Background: an optimization exercise with open tools, aiming at small area, a short achievable clock period and few clock cycles per item. Do not read the settings as production practice. Function was checked by simulation only, so behaviour that the tests miss may differ from the original. Power is estimated from default activity; no workload was simulated.

<file path="flow/config.mk">
export PLATFORM = sky130hd
export DESIGN_NAME = hdr_rowdec
export DESIGN_NICKNAME = hdr_rowdec
export VERILOG_FILES = /design/flow/design.v
export SDC_FILE = /design/flow/constraint.sdc
export NUM_CORES = 4
export LEC_CHECK = 0
export CAP_MARGIN = 20
export CORE_MARGIN = 2
export CORE_UTILIZATION = 60
export CTS_BUF_LIST = sky130_fd_sc_hd__clkbuf_8
export CTS_CLUSTER_DIAMETER = 50
export CTS_CLUSTER_SIZE = 16
export SETUP_SLACK_MARGIN = 5
export SLEW_MARGIN = 20
</file>
<file path="flow/constraint.sdc">
create_clock -name core_clock -period 10.0 [get_ports {clk}]
set_input_delay 2.0000 -clock core_clock [delete_from_list [all_inputs] [get_ports {clk}]]
set_output_delay 2.0000 -clock core_clock [all_outputs]
set_load 0.01 [all_outputs]
</file>
<file path="flow/run.sh">
#!/bin/bash
# synth_recipe.tcl (not shown) runs the flow's synth.tcl, then flattens the netlist and writes it again
# the make line also repeats each setting of config.mk as NAME=value (left out here)
make -C /OpenROAD-flow-scripts/flow DESIGN_CONFIG=/design/flow/config.mk WORK_HOME=/design/flow/orfs CLKGATE_MAP_FILE= SYNTH_SCRIPT=/design/flow/synth_recipe.tcl finish
</file>
<file path="flow/design.v">
module hdr_rowdec (
    input  wire        clk,
    input  wire        rst,           
    input  wire        cmd_valid,
    output wire        cmd_ready,
    input  wire [5:0]  cmd_len,       
    input  wire        cmd_first,     
    input  wire        in_valid,
    output wire        in_ready,
    input  wire [7:0]  in_byte,
    output reg         done,          
    output reg  [1:0]  err,           
    output wire        busy,
    input  wire [4:0]  rd_addr,
    output wire [31:0] rd_data
);
    localparam [2:0] S_IDLE = 3'd0, S_LEG = 3'd1, S_LO = 3'd2,
                     S_CTRL = 3'd3, S_RVAL = 3'd4, S_LIT = 3'd5;
    localparam [1:0] E_OK = 2'd0, E_OVERRUN = 2'd2, E_NOPREV = 2'd3;
    reg [2:0]  state;
    reg [31:0] row [0:31];
    reg [31:0] lp;
    reg        prev_valid;
    reg [5:0]  len;
    reg [5:0]  pos;           
    reg [5:0]  tend;          
    reg [1:0]  ln;            
    reg        ones;          
    reg        mk;            
    reg        shifted;       
    assign cmd_ready = (state == S_IDLE);
    assign busy = (state != S_IDLE);
    assign in_ready = busy;
    wire [3:0] dlo = 4'd1 << rd_addr[1:0];
    wire [7:0] dhi = 8'd1 << rd_addr[4:2];
    reg [31:0] grp [0:7];
    reg [31:0] rdo;
    integer r, g;
    always @* begin
        for (g = 0; g < 8; g = g + 1) begin
            grp[g] = 32'd0;
            for (r = 0; r < 4; r = r + 1)
                grp[g] = grp[g] | (row[4*g+r] & {32{dlo[r]}});
        end
        rdo = 32'd0;
        for (g = 0; g < 8; g = g + 1)
            rdo = rdo | (grp[g] & {32{dhi[g]}});
    end
    assign rd_data = rdo;
    wire take = in_valid && busy;
    wire        pre1 = (ln == 2'd0) || ones;            
    wire        is01 = (in_byte == 8'd1);
    wire        marker = (ln == 2'd3) && ones;          
    wire        crun = in_byte > 8'd128;                
    reg  [7:0]  nadd;
    always @* begin
        if (state == S_CTRL) nadd = crun ? {1'b0, in_byte[6:0]} : in_byte;
        else if (state == S_LEG && marker) nadd = in_byte;
        else nadd = 8'd1;
    end
    wire [8:0]  sum = {3'b000, pos} + {1'b0, nadd};
    wire [5:0]  lend = sum[5:0];
    wire        big = sum > {3'b000, len};                  
    wire        atend = sum == {3'b000, len};               
    wire        lrun = in_byte != 8'd0 && !shifted && !big && (pos != 6'd0 || prev_valid);
    reg        wr;            
    reg        wrun;          
    reg        wpix;          
    reg [5:0]  wend;
    always @* begin
        wr = 1'b0;
        wrun = 1'b0;
        wpix = 1'b0;
        wend = tend;
        case (state)
            S_LEG: begin
                if (marker) begin
                    wpix = 1'b1;
                    wrun = 1'b1;
                    wend = pos + in_byte[5:0];
                    wr = take && lrun;
                end else
                    wr = take;
            end
            S_RVAL: begin
                wrun = 1'b1;
                wr = take;
            end
            S_LIT: wr = take;
            default: ;
        endcase
    end
    wire [3:0]  lanes = wpix ? 4'b1111 : (4'd1 << ln);
    wire [31:0] wdat = wpix ? lp : {4{in_byte}};
    reg  [31:0] wmask;
    integer k;
    always @* begin
        for (k = 0; k < 32; k = k + 1)
            wmask[k] = wr && (wrun ? (k[5:0] >= pos && k[5:0] < wend) : (k[5:0] == pos));
    end
    genvar gk, gb;
    generate
        for (gk = 0; gk < 32; gk = gk + 1) begin : g_row
            for (gb = 0; gb < 4; gb = gb + 1) begin : g_lane
                always @(posedge clk)
                    if (wmask[gk] && lanes[gb]) row[gk][gb*8 +: 8] <= wdat[gb*8 +: 8];
            end
        end
    endgenerate
    integer b;
    always @(posedge clk) begin
        if (take) begin
            if (state == S_LEG) begin
                for (b = 0; b < 4; b = b + 1) begin
                    if (b == ln && !(pre1 && (is01 || ln == 2'd3)))
                        lp[b*8 +: 8] <= in_byte;
                    else if (b < ln && pre1 && !is01 && !marker)
                        lp[b*8 +: 8] <= 8'd1;
                end
            end else if (state == S_RVAL || state == S_LIT) begin
                lp[ln*8 +: 8] <= in_byte;
            end
        end
    end
    always @(posedge clk) begin
        done <= 1'b0;
        if (rst) begin
            state <= S_IDLE;
            prev_valid <= 1'b0;
            err <= E_OK;
        end else begin
            case (state)
                S_IDLE: if (cmd_valid) begin
                    len <= cmd_len;
                    pos <= 6'd0;
                    ln <= 2'd0;
                    shifted <= 1'b0;
                    mk <= (cmd_len >= 6'd8);
                    if (cmd_first) prev_valid <= 1'b0;
                    state <= S_LEG;
                end
                S_LEG: if (take) begin
                    ln <= ln + 2'd1;
                    ones <= pre1 && is01;
                    if (ln != 2'd2) mk <= mk && (in_byte == 8'h02);
                    else begin
                        mk <= 1'b0;
                        if (mk && !in_byte[7]) state <= S_LO;
                    end
                    if (ln == 2'd3 && !marker) begin
                        pos <= lend;
                        shifted <= 1'b0;
                        if (atend) begin
                            state <= S_IDLE; done <= 1'b1; err <= E_OK; prev_valid <= 1'b1;
                        end
                    end else if (marker) begin
                        shifted <= 1'b1;
                        if (in_byte != 8'd0) begin
                            if (shifted || big)
                                begin state <= S_IDLE; done <= 1'b1; err <= E_OVERRUN; prev_valid <= 1'b0; end
                            else if (pos == 6'd0 && !prev_valid)
                                begin state <= S_IDLE; done <= 1'b1; err <= E_NOPREV; prev_valid <= 1'b0; end
                            else begin
                                pos <= lend;
                                if (atend) begin
                                    state <= S_IDLE; done <= 1'b1; err <= E_OK; prev_valid <= 1'b1;
                                end
                            end
                        end
                    end
                end
                S_LO: if (take) begin
                    ln <= 2'd0;
                    state <= S_CTRL;
                end
                S_CTRL: if (take) begin
                    if (crun) begin
                        if (big) begin state <= S_IDLE; done <= 1'b1; err <= E_OVERRUN; prev_valid <= 1'b0; end
                        else begin
                            tend <= lend;
                            state <= S_RVAL;
                        end
                    end else if (big) begin
                        state <= S_IDLE; done <= 1'b1; err <= E_OVERRUN; prev_valid <= 1'b0;
                    end else if (in_byte != 8'd0) begin
                        tend <= lend;
                        state <= S_LIT;
                    end
                end
                S_RVAL, S_LIT: if (take) begin
                    pos <= (state == S_RVAL) ? tend : lend;
                    if (state == S_RVAL || lend == tend) begin
                        state <= S_CTRL;
                        if (tend == len) begin
                            pos <= 6'd0;
                            ln <= ln + 2'd1;
                            if (ln == 2'd3) begin
                                state <= S_IDLE; done <= 1'b1; err <= E_OK; prev_valid <= 1'b1;
                            end
                        end
                    end
                end
                default: state <= S_IDLE;
            endcase
        end
    end
endmodule
</file>
==> results.cfg <==
[status]
status = timing/DRC/antenna clean

[sta]
slew_violations = 0
setup_viol = 0
relSlewSlack = 0.176
tightest_slew_ns = 1.24
timing.setup.tns_ns = 0
skew_ns = 0.0559
fmax_mhz = 175
rsz0062_at_grt = true
finalHoldViolCount = 0
timing.final.crit_share = 0.573
period_needed_ns = 5.73

[min_path]
worst_hold_startpoint = err[1]
hold_class = reg -> reg
holdPathStages = 2
hold_end = err[1]

[synth]
syn_area_per_cell_um2 = 19.0
ys_types = 74
ys_warn_count = 3
ys_ff_latch = 1086
synthesis.nets = 2378
synth_edf_count = 1079
ys_seq_area_frac = 0.736
synth_cells = 2329
synthArstFlopShare = 0
syn_area_um2 = 44200
ys.flop_type = edfxtp_1

[cts]
cts.sinks = 1086
cts_buffers = 98
ctsLongestPathBuffers = 3
cts-root-buf = clkbuf_8
h-tree-depth = 3
cts_hold_buf = 0
clkSlewWorstSetupHoldPaths_ns = 0.09
clock_latency_ns = 0.77
tritoncts = yes

[drt]
drc = 0
first_pass_iters = 7
wirelength_mm = 131
via_per_inst = 7.04
vias = 26124
wl_per_cell_um = 35.2
drtIter0Drc = 3775
antenna_left = 0

[placed_design]
dp_hpwl_mm = 73.1
gp_congestion = 0.929
placed_area_um2 = 47300
portBuffers = 61

[pwr]
p_leak_nw = 17.6
power-per-cell-area_nw_per_um2 = 167
ir_drop_uv = 141

[grt]
grt_pass1_vias = 25204
grt_most_used_layer = met2
grt_pass1_wl_mm = 185
grtUsageMet2 = 0.528
use_met1 = 0.510
grt_usage = 0.351
antenna_found_initial = 1
use_met3 = 0.0833
grt-ovfl-total = 0
grt_max_degree = 61

[setup_path]
critPathKind = in -> out
worst_setup_path_end_kind = primary output
r2r_start = state[1]
cp-start-kind = input port
rr_worst_depth = 24
regToRegSetupSlack_ns = 4.92
worstReg2RegEnd = row[8][15]
cp_max_fo = 8
critPathArrivalTime_ns = 3.73
crit_required_ns = 8.00

[finish]
final_cell_area_um2 = 54700
drive_gt1_frac = 0.405
nNetsFinal = 2730
synthToLayoutAreaGrowth_pct = 23.8
final_common_cell = edfxtp_1
mostFrequentLayoutCells = edfxtp_1 (1079), mux4_2 (256), buf_4 (128), a22oi_2 (99), clkbuf_8 (98)

[job]
max_cap_viol_count = 0

[die]
io_pins = 62
coreArea_um2 = 73000
dieArea_um2 = 75900
fp-row-count = 99
die_w_um = 275
die_h_um = 275
start_util = 0.606
-- cell usage after synthesis, types with 16 or more instances --
master	count	share of area
edfxtp_1	1079	0.73
ha_1	23	0.0065
nand3_1	19	0.0022
o21ai_0	40	0.0045
buf_1	31	0.0026
buf_2	17	0.0019
nand2_1	54	0.0046
a22oi_1	130	0.022
a22o_1	34	0.0067
and2_1	17	0.0024
inv_1	23	0.0020
mux4_2	256	0.13
nand4_1	37	0.0052
a21o_1	38	0.0065
nor2b_1	16	0.0023
nor3_1	65	0.0074
clkbuf_1	95	0.0081
nor2_1	142	0.012
a21oi_1	31	0.0035
-- repair_timing --
item,in CTS,in global routing
pin swaps,164,131
endpoints found under the hold margin,0,0
cloned,40,6
buffers inserted,172,42
endpoints found under the setup margin,1083,1057
gates resized for setup,452,91
-- registers in the layout, summed over array words and instances, names as in the netlist --
signal      flops
prev_valid      1
row          1024
ln              2
ones            1
state           3
len             6
lp             32
mk              1
done            1
tend            6
err             2
pos             6
shifted         1
-- final cells by class --
type                            instances  area [um^2]
Sequential cell                      1086        32500
Inverter                               23         86.3
Clock inverter                         72          832
Antenna cell                            3         7.51
Multi-Input combinational cell       1078        13400
Fill cell                            4072        18200
Timing Repair Buffer                  394         5350
Tap cell                              959         1200
Clock buffer                           98         1350
-- cell families after synthesis --
logic type                 after synthesis  share of synthesized area
and+or+nand+nor                        416                     0.0474
adders and majority gates               25                    0.00742
AOI/OAI and AO/OA                      348                     0.0569
muxes                                  267                      0.133
DFF                                   1086                      0.736
buffers and inverters                  168                     0.0150
xor gates and xnor gates                19                    0.00408
-- how the worst max path moves through the flow --
stage | start | end | slack (ns) | cells past startpoint
floorplan | in_byte[0] | row[20][0] | 4.14 | 18
finish | rd_addr[0] | rd_data[19] | 4.27 | 8
detailed placement | in_byte[1] | row[1][27] | 2.35 | 17
global placement | in_byte[1] | row[1][24] | 2.50 | 17
global route | rd_addr[0] | rd_data[17] | 4.23 | 9
CTS | rd_addr[0] | rd_data[23] | 4.24 | 7
-- metrics by stage --
step | instances | setup slack (ns) | power, mW | hold WS, ns | utilization
after floorplan | 2329 | 4.14 | 5.77 | 0.514 | -
after global placement | 3279 | 2.50 | 6.11 | 0.490 | 0.648
after detailed placement | 3279 | 2.35 | 6.12 | 0.502 | 0.649
after CTS | 3661 | 4.24 | 9.10 | 0.517 | 0.738
after global routing | 3712 | 4.23 | 9.38 | 0.573 | 0.750
final | 3713 | 4.27 | 9.13 | 0.514 | 0.750
-- per-layer routing --
metal / wire length [um] / share of wire
met5: 0 / 0
met4: 5700 / 0.044
met3: 14600 / 0.11
met2: 59700 / 0.46
met1: 50700 / 0.39
-- where the power goes --
part	internal, mW	switching (mW)	total [mW]
registers	5.09	0.0292	5.12
clock network	1.31	1.59	2.90
logic	0.420	0.700	1.12
total	6.81	2.32	9.13
-- critical path, stage by stage --
cell and delay (ns):
buf_16 0.15, buf_8 0.14, buf_16 0.15, buf_4 0.12
mux4_2 0.50, a22oi_2 0.27, nand4_1 0.19, buf_2 0.19
Testbench counts, summed over its fixed seeds: cycles 150,134, rows 2,400.

## port drivers added, routing unchanged
In the flow no input, the clock included, has a driving cell. The finished layout below was timed again as built, in two steps. Step 1: set_driving_cell puts a clkbuf_16 on clk and a buf_2 on each other input, an assumption about the parent block. Step 2 moves the port delays by t, midway between the first and last clock arrival at a register: inputs arrive t later, outputs are due t later. That takes back most of the time a late clock gives input paths. Slacks: ideal ports / drivers / drivers and shift; pairs: ideal ports / drivers.
t (ns): 0.803
setup WS [ns]: 4.272 / 3.943 / 3.940
hold slack, ns: 0.514 / 0.514 / 0.514
After both steps setup and hold are still met in this run. For this run, drivers alone change the setup slack by -0.329 ns; drivers and shift together by -0.332 ns.
